What follows belongs to an exercise in optimizing a design on an open flow for small area; a production flow would make more cautious choices.
Function was checked by simulation only, so behaviour that the tests miss may differ from the original.
Power figures rest on the tool's default switching activity, not on a simulated workload.

## config.mk

```make
export PLATFORM = sky130hd
export DESIGN_NAME = pm8121_codec
export DESIGN_NICKNAME = pm8121_codec
export VERILOG_FILES = /design/flow/design.v
export SDC_FILE = /design/flow/constraint.sdc
export NUM_CORES = 4
export LEC_CHECK = 0
export CAP_MARGIN = 20
export CORE_MARGIN = 2
export CORE_UTILIZATION = 40
export SLEW_MARGIN = 20
```

## constraint.sdc

```tcl
create_clock -name core_clock -period 10.0 [get_ports {clk}]
set_input_delay 2.0000 -clock core_clock [delete_from_list [all_inputs] [get_ports {clk}]]
set_output_delay 2.0000 -clock core_clock [all_outputs]
set_load 0.01 [all_outputs]
```

## design.v

```verilog
module pm8121_crc_rom (
    input  wire [7:0] idx,
    output wire [7:0] val
);
    assign val[0] = idx[2] ^ idx[4] ^ idx[5];
    assign val[1] = idx[0] ^ idx[3] ^ idx[5] ^ idx[6];
    assign val[2] = idx[0] ^ idx[1] ^ idx[4] ^ idx[6] ^ idx[7];
    assign val[3] = idx[0] ^ idx[1] ^ idx[4] ^ idx[7];
    assign val[4] = idx[0] ^ idx[1] ^ idx[4];
    assign val[5] = idx[1] ^ idx[2] ^ idx[5];
    assign val[6] = idx[0] ^ idx[2] ^ idx[3] ^ idx[6];
    assign val[7] = idx[1] ^ idx[3] ^ idx[4] ^ idx[7];
endmodule
module pm8121_codec (
    input  wire        clk,
    input  wire        rst,
    input  wire        cmd_valid,
    output wire        cmd_ready,
    input  wire [15:0] cmd,
    output reg         rd_valid,
    output wire [7:0]  rd_data,
    input  wire        rx_valid,
    output wire        rx_ready,
    input  wire [9:0]  rx_word,
    output wire        tx_valid,
    input  wire        tx_ready,
    output wire [7:0]  tx_data,
    output wire        tx_last,
    input  wire        tx_fail
);
    localparam integer LW = 4;                
    localparam integer RL = 1 << LW;          
    localparam integer NR = 256 / RL;         
    localparam [7:0] OPC_NOP         = 8'h00;
    localparam [7:0] OPC_CRC_CLEAR   = 8'h01;
    localparam [7:0] OPC_CRC_UPDATE  = 8'h02;
    localparam [7:0] OPC_ENC_BEGIN   = 8'h10;
    localparam [7:0] OPC_ENC_ARG     = 8'h11;
    localparam [7:0] OPC_ENC_EMIT    = 8'h12;
    localparam [7:0] OPC_RX_BEGIN    = 8'h20;
    localparam [7:0] OPC_REG_READ    = 8'h30;
    localparam [7:0] OPC_RXBUF_READ  = 8'h31;
    localparam [7:0] OPC_ENCBUF_READ = 8'h32;
    localparam [2:0] ENC_IDLE = 3'd0, ENC_OPEN = 3'd1, ENC_SENT = 3'd2,
                     ENC_TOO_LONG = 3'd3, ENC_SEND_FAILURE = 3'd4,
                     ENC_NOT_OPEN = 3'd5;
    localparam [2:0] RX_IDLE = 3'd0, RX_START = 3'd1, RX_LENGTH = 3'd2,
                     RX_DATA = 3'd3, RX_CHECKSUM = 3'd4, RX_END = 3'd5,
                     RX_DONE = 3'd6;
    localparam [3:0] ST_NONE = 4'd0, ST_BUSY = 4'd1, ST_OK = 4'd2,
                     ST_REPLY_TOO_SHORT = 4'd3, ST_OUT_OF_BAND = 4'd4,
                     ST_NAK = 4'd5, ST_UNRECOGNIZED_CONTROL = 4'd6,
                     ST_NO_MORE_DATA = 4'd7, ST_RECEIVE_FAILURE = 4'd8;
    localparam [1:0] FLT_NONE = 2'd0, FLT_BAD_LENGTH = 2'd1,
                     FLT_CRC_MISMATCH = 2'd2, FLT_BAD_ETX = 2'd3;
    localparam [7:0] STX = 8'hA5, ETX = 8'h5A, ACK = 8'h06, NAK = 8'h15;
    localparam [1:0] KIND_BYTE = 2'd0, KIND_EOS = 2'd1, KIND_FAIL = 2'd2;
    localparam [2:0] TX_IDLE = 3'd0, TX_STX = 3'd1, TX_LEN = 3'd2,
                     TX_BODY = 3'd3, TX_CRC = 3'd4, TX_ETX = 3'd5;
    reg  [7:0] crc_acc;
    reg        cmd_illegal;
    reg        rx_illegal;
    reg  [2:0] enc_status;
    reg  [7:0] enc_opcode;
    reg  [7:0] enc_nargs;
    reg  [2:0] tx_ph;         
    reg        tx_vld;        
    reg  [7:0] tx_k;          
    reg  [7:0] emit_crc;      
    reg  [7:0] dbyte;         
    reg  [2:0] rx_state;
    reg  [3:0] rx_status;
    reg  [7:0] rx_sent_opcode;
    reg  [7:0] rx_len;
    reg  [7:0] rx_count;
    reg  [7:0] rx_crc;
    reg  [1:0] rx_fault;
    reg        f_ack;         
    reg        f_nak;         
    reg        f_echo;        
    reg  [LW-1:0] pos;        
    always @(posedge clk) begin
        if (rst)
            pos <= {LW{1'b0}};
        else
            pos <= pos + 1'b1;
    end
    wire [7:0] opc = cmd[15:8];
    wire [7:0] opd = cmd[7:0];
    wire [1:0] rx_kind = rx_word[9:8];
    wire [7:0] rx_byte = rx_word[7:0];
    wire emitting  = (tx_ph != TX_IDLE);
    wire rx_active = (rx_state >= RX_START) && (rx_state <= RX_END);
    assign tx_valid = tx_vld;
    assign tx_data  = dbyte;
    assign rd_data  = dbyte;
    assign tx_last  = tx_vld && (tx_ph == TX_ETX);
    wire tx_fire = tx_vld && tx_ready;
    wire [7:0] enc_ridx = emitting ? tx_k : opd;
    wire       enc_at   = (pos == enc_ridx[LW-1:0]);
    wire       info_reg = (opc == OPC_REG_READ) && (opd == 8'h17);
    wire [7:0] rx_ridx  = info_reg ? ((rx_status == ST_OUT_OF_BAND) ? 8'd2 : 8'd1) : opd;
    wire       rx_at    = (pos == rx_ridx[LW-1:0]);
    wire       rxw_at   = (pos == rx_count[LW-1:0]);
    wire       encw_at  = (pos == enc_nargs[LW-1:0]);
    wire       enc_we;
    wire       rx_we;
    wire [7:0] enc_head [0:NR-1];
    wire [7:0] rx_head  [0:NR-1];
    genvar g;
    generate
        for (g = 0; g < NR; g = g + 1) begin : g_ring
            reg [8*RL-1:0] eb;
            reg [8*RL-1:0] rb;
            wire ew = enc_we && (enc_nargs[7:LW] == g);
            wire rw = rx_we  && (rx_count[7:LW]  == g);
            always @(posedge clk) begin
                eb <= {(ew ? opd     : eb[7:0]), eb[8*RL-1:8]};
                rb <= {(rw ? rx_byte : rb[7:0]), rb[8*RL-1:8]};
            end
            assign enc_head[g] = eb[7:0];
            assign rx_head[g]  = rb[7:0];
        end
    endgenerate
    wire [7:0] enc_rdata = enc_head[enc_ridx[7:LW]];
    wire [7:0] rx_rdata  = rx_head[rx_ridx[7:LW]];
    wire arg_wr = (enc_status == ENC_OPEN) && (enc_nargs < 8'd253);
    reg cmd_wait;
    always @(*) begin
        case (opc)
            OPC_ENC_ARG:     cmd_wait = arg_wr && !encw_at;
            OPC_ENCBUF_READ: cmd_wait = (opd < 8'd253) && !enc_at;
            OPC_RXBUF_READ:  cmd_wait = (opd != 8'd0) && (opd != 8'd255) && !rx_at;
            OPC_REG_READ:    cmd_wait = info_reg && !rx_at &&
                                        ((rx_status == ST_OUT_OF_BAND) ||
                                         (rx_status == ST_UNRECOGNIZED_CONTROL));
            default:         cmd_wait = 1'b0;
        endcase
    end
    assign cmd_ready = !emitting && !cmd_wait;
    wire cmd_fire = cmd_valid && cmd_ready;
    assign enc_we = cmd_fire && (opc == OPC_ENC_ARG) && arg_wr;
    wire [7:0] crc_idx = emitting ? (emit_crc ^ dbyte) : (crc_acc ^ opd);
    wire [7:0] crc_next;
    wire [7:0] rx_crc_next;
    pm8121_crc_rom u_rom    (.idx(crc_idx),          .val(crc_next));
    pm8121_crc_rom u_rx_rom (.idx(rx_crc ^ rx_byte), .val(rx_crc_next));
    wire [7:0] rx_remaining = rx_len - rx_count;
    wire       rlen_set     = (rx_status == ST_OK) ||
                              ((rx_status == ST_NAK) && (rx_count >= 8'd3));
    wire [7:0] rx_result_len = rlen_set ? (rx_count - 8'd3) : 8'h00;
    wire       info_set     = (rx_status == ST_OUT_OF_BAND) ||
                              (rx_status == ST_UNRECOGNIZED_CONTROL);
    reg [7:0] reg_rdata;
    always @(*) begin
        case (opd)
            8'h00: reg_rdata = crc_acc;
            8'h01: reg_rdata = {6'd0, rx_illegal, cmd_illegal};
            8'h08: reg_rdata = {5'd0, enc_status};
            8'h09: reg_rdata = enc_opcode;
            8'h0A: reg_rdata = enc_nargs;
            8'h10: reg_rdata = {5'd0, rx_state};
            8'h11: reg_rdata = {4'd0, rx_status};
            8'h12: reg_rdata = rx_sent_opcode;
            8'h13: reg_rdata = rx_len;
            8'h14: reg_rdata = rx_count;
            8'h15: reg_rdata = rx_remaining;
            8'h16: reg_rdata = rx_crc;
            8'h17: reg_rdata = info_set ? rx_rdata : 8'h00;
            8'h18: reg_rdata = {6'd0, rx_fault};
            8'h19: reg_rdata = rx_result_len;
            default: reg_rdata = 8'h00;
        endcase
    end
    wire [7:0] rxbuf_rdata  = (opd == 8'd255) ? 8'h00 :
                              (opd == 8'd0)   ? rx_len : rx_rdata;
    wire [7:0] encbuf_rdata = (opd >= 8'd253) ? 8'h00 : enc_rdata;
    always @(posedge clk) begin
        if (rst) begin
            crc_acc     <= 8'h00;
            cmd_illegal <= 1'b0;
            rd_valid    <= 1'b0;
            enc_status  <= ENC_IDLE;
            enc_opcode  <= 8'h00;
            enc_nargs   <= 8'd0;
            tx_ph       <= TX_IDLE;
            tx_vld      <= 1'b0;
        end else begin
            rd_valid <= 1'b0;
            if (cmd_fire) begin
                case (opc)
                    OPC_NOP, OPC_RX_BEGIN: ;
                    OPC_CRC_CLEAR:  crc_acc <= 8'h00;
                    OPC_CRC_UPDATE: crc_acc <= crc_next;
                    OPC_ENC_BEGIN: begin
                        enc_opcode <= opd;
                        enc_nargs  <= 8'd0;
                        enc_status <= ENC_OPEN;
                    end
                    OPC_ENC_ARG: begin
                        if (enc_status == ENC_OPEN) begin
                            if (arg_wr)
                                enc_nargs <= enc_nargs + 8'd1;
                            else
                                enc_status <= ENC_TOO_LONG;
                        end else if (enc_status != ENC_TOO_LONG) begin
                            enc_status <= ENC_NOT_OPEN;
                        end
                    end
                    OPC_ENC_EMIT: begin
                        if (enc_status == ENC_OPEN) begin
                            tx_ph    <= TX_STX;
                            tx_vld   <= 1'b1;
                            dbyte    <= STX;
                            tx_k     <= 8'd0;
                            emit_crc <= 8'h00;
                        end else if (enc_status != ENC_TOO_LONG) begin
                            enc_status <= ENC_NOT_OPEN;
                        end
                    end
                    OPC_REG_READ: begin
                        rd_valid <= 1'b1;
                        dbyte    <= reg_rdata;
                    end
                    OPC_RXBUF_READ: begin
                        rd_valid <= 1'b1;
                        dbyte    <= rxbuf_rdata;
                    end
                    OPC_ENCBUF_READ: begin
                        rd_valid <= 1'b1;
                        dbyte    <= encbuf_rdata;
                    end
                    default: cmd_illegal <= 1'b1;
                endcase
            end
            if (tx_fire) begin
                case (tx_ph)
                    TX_STX: begin
                        tx_ph <= TX_LEN;
                        dbyte <= enc_nargs + 8'd2;
                    end
                    TX_LEN: begin
                        emit_crc <= crc_next;
                        tx_ph    <= TX_BODY;
                        dbyte    <= enc_opcode;
                    end
                    TX_BODY: begin
                        emit_crc <= crc_next;
                        if (tx_k == enc_nargs) begin
                            tx_ph <= TX_CRC;
                            dbyte <= crc_next;
                        end else if (enc_at) begin
                            dbyte <= enc_rdata;
                            tx_k  <= tx_k + 8'd1;
                        end else begin
                            tx_vld <= 1'b0;
                        end
                    end
                    TX_CRC: begin
                        tx_ph <= TX_ETX;
                        dbyte <= ETX;
                    end
                    default: begin
                        tx_ph      <= TX_IDLE;
                        tx_vld     <= 1'b0;
                        enc_status <= tx_fail ? ENC_SEND_FAILURE : ENC_SENT;
                    end
                endcase
            end else if (emitting && !tx_vld && enc_at) begin
                dbyte  <= enc_rdata;
                tx_k   <= tx_k + 8'd1;
                tx_vld <= 1'b1;
            end
        end
    end
    reg  [2:0] s_state;
    reg  [3:0] s_status;
    reg  [7:0] s_sent;
    reg  [7:0] s_len;
    reg  [7:0] s_count;
    reg  [7:0] s_crc;
    reg  [1:0] s_fault;
    wire rx_begin = cmd_fire && (opc == OPC_RX_BEGIN);
    assign rx_ready = rx_active && ((rx_state != RX_DATA) || rxw_at);
    wire rx_fire = rx_valid && rx_ready;
    assign rx_we = rx_fire && !rx_begin && (rx_kind == KIND_BYTE) &&
                   (rx_state == RX_DATA);
    always @(posedge clk) begin
        if (rst) begin
            rx_illegal     <= 1'b0;
            rx_state       <= RX_IDLE;
            rx_status      <= ST_NONE;
            rx_sent_opcode <= 8'h00;
            rx_len         <= 8'h00;
            rx_count       <= 8'h00;
            rx_crc         <= 8'h00;
            rx_fault       <= FLT_NONE;
        end else begin
            s_state  = rx_state;
            s_status = rx_status;
            s_sent   = rx_sent_opcode;
            s_len    = rx_len;
            s_count  = rx_count;
            s_crc    = rx_crc;
            s_fault  = rx_fault;
            if (rx_begin) begin
                s_sent   = opd;
                s_len    = 8'h00;
                s_count  = 8'h00;
                s_crc    = 8'h00;
                s_fault  = FLT_NONE;
                s_status = ST_BUSY;
                s_state  = RX_START;
            end
            if (rx_fire) begin
                case (rx_kind)
                    KIND_BYTE: begin
                        case (s_state)
                            RX_START: begin
                                if (rx_byte == STX)
                                    s_state = RX_LENGTH;
                            end
                            RX_LENGTH: begin
                                if (rx_byte == 8'h00) begin
                                    s_state = RX_START;
                                    s_fault = FLT_BAD_LENGTH;
                                end else begin
                                    s_count  = 8'd1;
                                    s_len    = rx_byte;
                                    s_crc    = rx_crc_next;
                                    s_state  = (rx_byte == 8'd1) ? RX_CHECKSUM : RX_DATA;
                                end
                            end
                            RX_DATA: begin
                                if (s_count == 8'd1) begin
                                    f_ack <= (rx_byte == ACK);
                                    f_nak <= (rx_byte == NAK);
                                end
                                if (s_count == 8'd2)
                                    f_echo <= (rx_byte == s_sent);
                                s_count = s_count + 8'd1;
                                s_crc   = rx_crc_next;
                                if (s_count == s_len)
                                    s_state = RX_CHECKSUM;
                            end
                            RX_CHECKSUM: begin
                                if (rx_byte == s_crc) begin
                                    s_state = RX_END;
                                end else begin
                                    s_state = RX_START;
                                    s_fault = FLT_CRC_MISMATCH;
                                    s_count = 8'h00;
                                    s_len   = 8'h00;
                                    s_crc   = 8'h00;
                                end
                            end
                            RX_END: begin
                                if (rx_byte != ETX) begin
                                    s_state = RX_START;
                                    s_fault = FLT_BAD_ETX;
                                    s_count = 8'h00;
                                    s_len   = 8'h00;
                                    s_crc   = 8'h00;
                                end else begin
                                    s_state = RX_DONE;
                                    if (s_count < 8'd2)
                                        s_status = ST_REPLY_TOO_SHORT;
                                    else if (f_ack) begin
                                        if (s_count < 8'd3)
                                            s_status = ST_REPLY_TOO_SHORT;
                                        else if (!f_echo)
                                            s_status = ST_OUT_OF_BAND;
                                        else
                                            s_status = ST_OK;
                                    end else if (f_nak)
                                        s_status = ST_NAK;
                                    else
                                        s_status = ST_UNRECOGNIZED_CONTROL;
                                end
                            end
                            default: ;
                        endcase
                    end
                    KIND_EOS: begin
                        s_status = ST_NO_MORE_DATA;
                        s_state  = RX_DONE;
                    end
                    KIND_FAIL: begin
                        s_status = ST_RECEIVE_FAILURE;
                        s_state  = RX_DONE;
                    end
                    default: rx_illegal <= 1'b1;
                endcase
            end
            rx_state       <= s_state;
            rx_status      <= s_status;
            rx_sent_opcode <= s_sent;
            rx_len         <= s_len;
            rx_count       <= s_count;
            rx_crc         <= s_crc;
            rx_fault       <= s_fault;
        end
    end
endmodule
```

## run.sh

```bash
#!/bin/bash
# synth_recipe.tcl (not shown) runs the flow's synth.tcl, then flattens the netlist and writes it again
# the make line also repeats each setting of config.mk as NAME=value (left out here)
make -C /OpenROAD-flow-scripts/flow DESIGN_CONFIG=/design/flow/config.mk WORK_HOME=/design/flow/orfs CLKGATE_MAP_FILE= SYNTH_SCRIPT=/design/flow/synth_recipe.tcl finish
```

==> out/metrics.csv, run 1 <==
metric,value,unit
status,no timing/DRC/antenna violations,
IO Port Bufs,52,
final worst-path cycle share,70.2,%
type of origin of the critical path,primary input,
Pre-antenna DRT Iters,5,
RSZ-0062 raised after global routing,false,
critical path's slowest cell,buf_2,
syn nets,6004,
Resized Gates After CTS,0,
CTS tree,yes,
worst skew pair latency,0.94,ns
CP max stage delay,0.70,ns
final count of hold timing violations,0,
max-slew violation count,0,
# DRC,0,
first-pass GRT wire length,270000,um
most numerous cell in the Yosys netlist,dfxtp_1,
Synth Warn #,1,
initial antenna violation count,12,
clk sinks,4202,
Max-Slew Margin vs Limit,22.8,%
CTS root buf,clkbuf_16,
hold crit path type,flop to flop,
routed wire length,184000,um
io pins,53,
initial core utilization,40.3,%
Seq cells post-synth,4202,
Tot GR Track Use,14.8,%
critical path buffer and inverter count,2,
sequential share of the synthesized area,87.0,%
Max Freq,142,MHz
Antenna Nets Post-Route,0,
"CP delay by family, top",buffers and inverters,
post-DP HPWL,118000,um
core area,241000,um^2
Max IR drop VDD,0.170,mV
Pwr per Cell Area,275,nW/um^2
Comb pwr share,0.8,%
Cell Rows,180,
number of distinct library cells after synthesis,96,
cts hold-fix bufs,0,
kind of critical path,primary input to output port,
GPL Wtd Cong,0.900,
die height,496,um
Hold Path Sink,g_ring[0].rb[28],
DR vias/cell,4.35,
Worst-Margin Slew,1.13,ns
Final setup viols,0,
Synth-to-Final Area Change,17.2,%
vias in the first global route,41600,
worst r2r path cells,14,
R2R Path End,rx_state[0],
global route overflow,0,
Post-synth top cells,"4,175 x dfxtp_1, 258 x mux2_2, 149 x nand2_1",
CP Capture Type,output port,
H-tree Lvls,5,
DP Area,101000,um^2
Met2 Routed Length,83900,um
Num CTS Buffers,373,
dominant synthesized flop cell,dfxtp_1,
Flop pwr share,53.7,%
met3 routed WL,8610,um
die area,246000,um^2
leading area contributor after synthesis,dfxtp_1,
Post-synth EDFFs,27,
Clk network pwr share,45.5,%
Setup TNS,0,ns
fin area,114000,um^2
sw frac,19.2,%
reg-to-reg setup timing slack,5.35,ns
HP Start,g_ring[0].rb[36],
clock-pin slew on the worst setup and hold paths,0.06,ns
crit path DAT,5.02,ns
crit-path max FO,33,
Static Leak,0.0447,uW
highest metal used,met4,
cells after synthesis,5950,
via count,42400,
initial DRC count,2895,
dominant cells by area after synthesis,"dfxtp_1 86%, mux2_2 3.0%, edfxtp_1 0.84%, mux2i_1 0.60%, nand2_1 0.58%",
overall power,31200,uW
Hold Crit Depth,0,
worst-path cell chain,"buf_2, nand4_1, o311a_1, o31a_1, or2_1, nor2_1, clkdlybuf4s50_1",
DRT met1 WL,83900,um
# Post-CTS Setup Buffers,0,
max cap viols,0,
Die Wd,496,um
ys async rst share,0,%
Critical R2R Launch,enc_nargs[4],
layout cell share with drive strength beyond 1,14.8,%
Yosys top cell area share,86.2,%
largest net degree at the start of global routing,56,
"Avg Cell Area, Syn",16.3,um^2
wire length per cell,18.9,um
Cell Int Power,25200,uW
Net Switching,5990,uW
Clock Tree Buf Depth,4,
final net count,6329,
post-route clock skew,0.0529,ns
"Cell Area, Synth",97000,um^2
Critical Path RT,8.00,ns
Final min period,7.02,ns
[routing by layer]
layer | GRT usage (%) | vias to the layer above
met5 | 0 | -
met4 | 6.91 | 0
met3 | 2.83 | 415
met2 | 23.4 | 1114
met1 | 19.6 | 20500
li1 | - | 20400
[state kept, by name, indices dropped and copies added, names as in the netlist, 2 cells and up]
name / count
rx_crc: 8
tx_k: 8
rx_count: 8
crc_acc: 8
rx_len: 8
enc_opcode: 8
tx_ph: 3
pos: 4
dbyte: 8
emit_crc: 8
enc_status: 3
rx_fault: 2
rx_status: 4
rx_sent_opcode: 8
enc_nargs: 8
g_ring.rb: 2048
g_ring.eb: 2048
rx_state: 3
[final cells by class]
cell class / instances / area, um^2
flip-flops and latches: 4202 / 84400
clock buffers: 528 / 10800
multi-input cells: 1546 / 11700
diodes: 7 / 17.5
repair buffers: 116 / 956
inverters: 36 / 135
clock inverters: 119 / 1600
fillers: 20200 / 127000
well taps: 3185 / 3990
[power groups by stage]
stage	clock [uW]	sequential, uW	combinational, uW
finish	14200	16800	263
global route	15200	16800	275
CTS	14500	16800	262
detailed placement	0	17200	261
global placement	0	17200	259
floorplan	0	17100	138
[how the worst max path moves through the flow]
stage,from,end,slack [ns],cells after the start
floorplan,cmd[13],rx_state[0],4.27,16
global placement,cmd[5],cmd_ready,2.97,8
detailed placement,cmd[5],cmd_ready,2.93,7
CTS,cmd[5],cmd_ready,2.94,7
global route,cmd[5],cmd_ready,2.90,8
finish,cmd[5],cmd_ready,2.98,7
[stage by stage]
step	utilization [%]	hold WS (ns)	setup slack (ns)	std cells
finish	47.2	0.285	2.98	9739
global route	47.2	0.293	2.90	9732
CTS	47.2	0.290	2.94	9732
detailed placement	42.0	0.312	2.93	9085
global placement	42.0	0.309	2.97	9085
floorplan	-	0.310	4.27	5950
[cells in the final DEF (no fill, tap or decap), types with 28 or more instances in the layout]
cell             instances
bufinv_16               35
clkinv_2                52
nand3_1                 54
mux2_2                 258
xor2_1                  52
clkbuf_16              379
buf_4                   66
clkdlybuf4s50_1         42
nor2_1                 123
inv_1                   35
nand4_1                 29
a21oi_1                 84
xnor2_1                 60
dfxtp_1               4175
a31oi_1                 28
o21ai_0                106
nand2_1                149
mux2i_1                 57
a22oi_1                 48
nor3_1                  28
clkbuf_8                75
clkbuf_1                74
[kinds of logic after synthesis]
family | synth area share, %
adders and majority gates | 0.292
muxes | 3.77
DFF | 87.0
AOI/OAI and AO/OA | 3.34
and+or+nand+nor | 3.66
buffers and inverters | 0.884
xor gates and xnor gates | 1.01
==> inputs of run 2 (changes only) <==
--- a/design.v
+++ b/design.v
@@ -68,6 +68,7 @@
     reg  [7:0] tx_k;          
     reg  [7:0] emit_crc;      
     reg  [7:0] dbyte;         
+    reg        enc_pend;      
     reg  [2:0] rx_state;
     reg  [3:0] rx_status;
     reg  [7:0] rx_sent_opcode;
@@ -104,6 +105,7 @@
     wire       rxw_at   = (pos == rx_count[LW-1:0]);
     wire       encw_at  = (pos == enc_nargs[LW-1:0]);
     wire       enc_we;
+    wire [7:0] enc_wdata;
     wire       rx_we;
     wire [7:0] enc_head [0:NR-1];
     wire [7:0] rx_head  [0:NR-1];
@@ -115,7 +117,7 @@
             wire ew = enc_we && (enc_nargs[7:LW] == g);
             wire rw = rx_we  && (rx_count[7:LW]  == g);
             always @(posedge clk) begin
-                eb <= {(ew ? opd     : eb[7:0]), eb[8*RL-1:8]};
+                eb <= {(ew ? enc_wdata : eb[7:0]), eb[8*RL-1:8]};
                 rb <= {(rw ? rx_byte : rb[7:0]), rb[8*RL-1:8]};
             end
             assign enc_head[g] = eb[7:0];
@@ -125,21 +127,26 @@
     wire [7:0] enc_rdata = enc_head[enc_ridx[7:LW]];
     wire [7:0] rx_rdata  = rx_head[rx_ridx[7:LW]];
     wire arg_wr = (enc_status == ENC_OPEN) && (enc_nargs < 8'd253);
+    wire enc_commit = enc_pend && encw_at;
+    wire arg_wr_nx  = (enc_status == ENC_OPEN) && (enc_nargs < 8'd252);
     reg cmd_wait;
     always @(*) begin
         case (opc)
-            OPC_ENC_ARG:     cmd_wait = arg_wr && !encw_at;
-            OPC_ENCBUF_READ: cmd_wait = (opd < 8'd253) && !enc_at;
-            OPC_RXBUF_READ:  cmd_wait = (opd != 8'd0) && (opd != 8'd255) && !rx_at;
-            OPC_REG_READ:    cmd_wait = info_reg && !rx_at &&
+            OPC_ENC_ARG:     cmd_wait = enc_pend && !(enc_commit && arg_wr_nx);
+            OPC_ENCBUF_READ: cmd_wait = enc_pend || ((opd < 8'd253) && !enc_at);
+            OPC_RXBUF_READ:  cmd_wait = enc_pend || ((opd != 8'd0) && (opd != 8'd255) && !rx_at);
+            OPC_REG_READ:    cmd_wait = enc_pend || (info_reg && !rx_at &&
                                         ((rx_status == ST_OUT_OF_BAND) ||
-                                         (rx_status == ST_UNRECOGNIZED_CONTROL));
-            default:         cmd_wait = 1'b0;
+                                         (rx_status == ST_UNRECOGNIZED_CONTROL)));
+            default:         cmd_wait = enc_pend;
         endcase
     end
     assign cmd_ready = !emitting && !cmd_wait;
     wire cmd_fire = cmd_valid && cmd_ready;
-    assign enc_we = cmd_fire && (opc == OPC_ENC_ARG) && arg_wr;
+    wire arg_fire = cmd_fire && (opc == OPC_ENC_ARG);
+    wire arg_now  = arg_fire && !enc_pend && arg_wr && encw_at;
+    assign enc_we    = enc_commit || arg_now;
+    assign enc_wdata = enc_pend ? dbyte : opd;
     wire [7:0] crc_idx = emitting ? (emit_crc ^ dbyte) : (crc_acc ^ opd);
     wire [7:0] crc_next;
     wire [7:0] rx_crc_next;
@@ -185,8 +192,13 @@
             enc_nargs   <= 8'd0;
             tx_ph       <= TX_IDLE;
             tx_vld      <= 1'b0;
+            enc_pend    <= 1'b0;
         end else begin
             rd_valid <= 1'b0;
+            if (enc_commit) begin
+                enc_pend  <= 1'b0;
+                enc_nargs <= enc_nargs + 8'd1;
+            end
             if (cmd_fire) begin
                 case (opc)
                     OPC_NOP, OPC_RX_BEGIN: ;
@@ -199,10 +211,17 @@
                     end
                     OPC_ENC_ARG: begin
                         if (enc_status == ENC_OPEN) begin
-                            if (arg_wr)
-                                enc_nargs <= enc_nargs + 8'd1;
-                            else
+                            if (enc_pend) begin
+                                enc_pend <= 1'b1;
+                                dbyte    <= opd;
+                            end else if (!arg_wr) begin
                                 enc_status <= ENC_TOO_LONG;
+                            end else if (encw_at) begin
+                                enc_nargs <= enc_nargs + 8'd1;
+                            end else begin
+                                enc_pend <= 1'b1;
+                                dbyte    <= opd;
+                            end
                         end else if (enc_status != ENC_TOO_LONG) begin
                             enc_status <= ENC_NOT_OPEN;
                         end
--- a/config.mk
+++ b/config.mk
@@ -8,4 +8,6 @@
 export CAP_MARGIN = 20
 export CORE_MARGIN = 2
 export CORE_UTILIZATION = 40
+export CTS_CLUSTER_DIAMETER = 80
+export CTS_CLUSTER_SIZE = 30
 export SLEW_MARGIN = 20
==> run 2 against run 1 <==
  * Still clean
  * Maximum frequency is 5.8% lower
  * Clock skew up 0.035 ns
  * Clock power is 42% lower
  * Worst setup slack worse by 0.43 ns
  * Critical endpoint unchanged
  * Largest power group unchanged
==> out/metrics.csv, run 2 <==
metric,value,unit,change
Critical Path RT,8.00,ns,about the same
GPL Wtd Cong,0.925,,+2.8%
ys async rst share,0,%,unchanged
CP Capture Type,output port,,
critical path's slowest cell,clkdlybuf4s50_1,,
CP max stage delay,0.66,ns,-0.04 ns
kind of critical path,primary input to output port,,
Final WS setup,2.54,ns,-0.435 ns
sequential share of the synthesized area,86.9,%,-0.10 points
initial core utilization,40.3,%,about the same
Regs by FF count,"g_ring.eb (2048), g_ring.rb (2048)",,
Final setup viols,0,,unchanged
crit-path max FO,34,,+3.0%
initial antenna violation count,7,,-5
Antenna Nets Post-Route,0,,unchanged
Seq cells post-synth,4203,,+0.024%
clock-pin slew on the worst setup and hold paths,0.11,ns,+0.05 ns
IO Port Bufs,52,,unchanged
worst-path cell chain,"clkdlybuf4s50_1, buf_4, nor2_1, and3_1, a211oi_1, o22ai_1, nand3_1, nand2_1, clkdlybuf4s50_1",,
initial DRC count,2999,,+3.6%
multi-input logic area,11900,um^2,+1.1%
cts hold-fix bufs,0,,unchanged
core area,241000,um^2,about the same
Tot GR Track Use,15.0,%,+0.23 points
crit path DAT,5.46,ns,+0.44 ns
"Avg Cell Area, Syn",15.6,um^2,-4.0%
Pwr per Cell Area,238,nW/um^2,-13%
most numerous cell in the Yosys netlist,dfxtp_1,,
Fill cells,21200,,+5.1%
DRT met1 WL,91300,um,+8.8%
"most used cell, CP",clkdlybuf4s50_1,,
"Cell Area, Synth",97100,um^2,+0.14%
global route overflow,0,,unchanged
Num CTS Buffers,170,,-54%
Setup TNS,0,ns,unchanged
Post-synth top cells,"4,176 x dfxtp_1, 222 x nand2_1, 211 x nor2_1",,
die height,497,um,about the same
dominant synthesized flop cell,dfxtp_1,,
cells after synthesis,6208,,+4.3%
RSZ-0062 raised after global routing,false,,
wire length per cell,19.6,um,+3.4%
Static Leak,0.0410,uW,-8.4%
final net count,6365,,+0.57%
final count of hold timing violations,0,,unchanged
Final min period,7.46,ns,+0.435 ns
highest metal used,met5,,
Post-synth EDFFs,27,,unchanged
Met2 Routed Length,80200,um,-4.4%
post-DP HPWL,124000,um,+5.1%
status,no timing/DRC/antenna violations,,
Register Area,84400,um^2,about the same
io pins,53,,unchanged
layout cell share with drive strength beyond 1,7.75,%,-7.1 points
DR vias/cell,4.42,,+1.5%
via count,42100,,-0.60%
hold crit path type,flop to flop,,
Synth-to-Final Area Change,9.74,%,
CTS root buf,clkbuf_16,,
post-route clock skew,0.0883,ns,+0.0353 ns
Die Wd,497,um,about the same
routed wire length,187000,um,+1.3%
max cap viols,0,,unchanged
H-tree Lvls,4,,-1
syn nets,6262,,+4.3%
dpl ws,2.44,ns,-0.488 ns
dominant cells by area after synthesis,"dfxtp_1 86%, mux2_2 1.7%, a21oi_1 0.95%, o21ai_0 0.90%, nand2_1 0.86%",,
leading area contributor after synthesis,dfxtp_1,,
worst skew pair latency,0.89,ns,-0.05 ns
die area,247000,um^2,+0.14%
largest net degree at the start of global routing,49,,-13%
# Post-CTS Setup Buffers,0,,unchanged
fin area,107000,um^2,-6.2%
DP Area,101000,um^2,+0.21%
Max Freq,134,MHz,-5.8%
Non-Filler Instances,9539,,-2.1%
Pre-antenna DRT Iters,5,,unchanged
vias in the first global route,40900,,-1.7%
met3 routed WL,7100,um,-17%
number of distinct library cells after synthesis,88,,-8.3%
Max IR drop VDD,0.170,mV,-0.46%
Cell Rows,180,,unchanged
Worst-Margin Slew,1.14,ns,+0.0104 ns
Yosys top cell area share,86.1,%,-0.10 points
first-pass GRT wire length,272000,um,+0.58%
clk sinks,4203,,+0.024%
most frequent cells in the layout,"4,176 x dfxtp_1, 222 x nand2_1, 209 x nor2_1",,
Max-Slew Margin vs Limit,24.1,%,+1.3 points
max-slew violation count,0,,unchanged
Resized Gates After CTS,0,,unchanged
final worst-path cycle share,74.6,%,+4.3 points
# DRC,0,,unchanged
Clock Tree Buf Depth,3,,-1
type of origin of the critical path,primary input,,
"commonest non-fill, non-tap cell in the layout",dfxtp_1,,
placed cells,9323,,+2.6%
CTS tree,yes,,
Synth Warn #,1,,unchanged
run 2: cell count changes in the layout (fill, tap and decap cells not counted), moves of 70 or more:
cell,change
nand2_1,+73
mux2_2,-112
a21oi_1,+100
nor2_1,+86
clkbuf_8,-75
clkbuf_1,-70
clkbuf_16,-209
run 2: cell type report:
| type | count | area share [%] |
|---|---|---|
| Timing Repair Buffer | 116 | 0.928 |
| Multi-Input combinational cell | 1775 | 11.1 |
| Sequential cell | 4203 | 79.2 |
| Tap cell | 3185 | 3.74 |
| Clock buffer | 174 | 4.01 |
| Inverter | 45 | 0.159 |
| Clock inverter | 38 | 0.802 |
| Antenna cell | 3 | 0.00705 |
run 2: logic make-up after synthesis:
| logic type | synth area share (%) |
|---|---|
| mux | 2.51 |
| simple gates | 3.85 |
| compound gates | 4.37 |
| flops | 86.9 |
| xor+xnor | 1.01 |
| buf+inv | 1.04 |
| fa+ha+maj | 0.291 |
run 2: worst max-delay path: cells and delay by family:
family | cells | cell delay [ns]
AOI/OAI and AO/OA | 2 | 0.45
and+or+nand+nor | 4 | 1.29
buffers and inverters | 3 | 1.70
run 2: stage by stage:
stage	util (%)	hold slack, ns	total power, uW
detailed placement	42.1	0.312	17600
global placement	42.1	0.309	17600
CTS	44.2	0.258	25700
finish	44.2	0.265	25400
floorplan	-	0.310	17400
global route	44.2	0.267	26300
run 2: path summary, 6_finish.rpt:
path | start | end | slack [ns] | depth (start not counted)
worst max-delay path | cmd[1] | cmd_ready | 2.54 | 9
worst min-delay path | g_ring[2].rb[38] | g_ring[2].rb[30] | 0.26 | 0
worst max register to register | pos[1] | g_ring[11].rb[126] | 5.07 | 9
worst min register to register | g_ring[2].rb[38] | g_ring[2].rb[30] | 0.26 | 0
run 2: metal layers:
metal	track usage [%]	vias up
met1	21.3	20600
met4	6.48	2
li1	-	20400
met3	2.18	324
met2	22.9	815
met5	0	-
run 2: where the power goes:
group | leakage (uW) | total, uW | internal (uW) | switching [uW]
logic | 0.00467 | 392 | 120 | 272
clock network | 0.00245 | 8200 | 3240 | 4950
registers | 0.0339 | 16800 | 16800 | 44.3
total | 0.0410 | 25400 | 20100 | 5270

==> re-timing with driven ports <==
The results above use ideal ports. As a check the final layouts listed here were re-extracted and re-timed, cells and wires unchanged. Step 1: set_driving_cell puts a clkbuf_16 on clk and a buf_2 on each other input, an assumption about the parent block. Step 2 adds t to the input delays and takes it off the output delays; t is the mean of the earliest and latest rising clock arrival at the registers after step 1. Input paths then give back, and output paths get back, about the clock's delay inside the block. Three values: ideal ports, drivers, drivers and shift; two values: the first two.
run	t, ns	slack for setup (ns)	worst data-port slew with drivers (ns)
run 1	1.001	2.979 / 2.955 / 2.955	0.10
run 2	0.941	2.545 / 2.517 / 2.517	0.06
After both steps setup and hold are still met in every run listed. For run 2, which loses most, drivers alone change the setup slack by -0.028 ns; drivers and shift together by -0.028 ns.
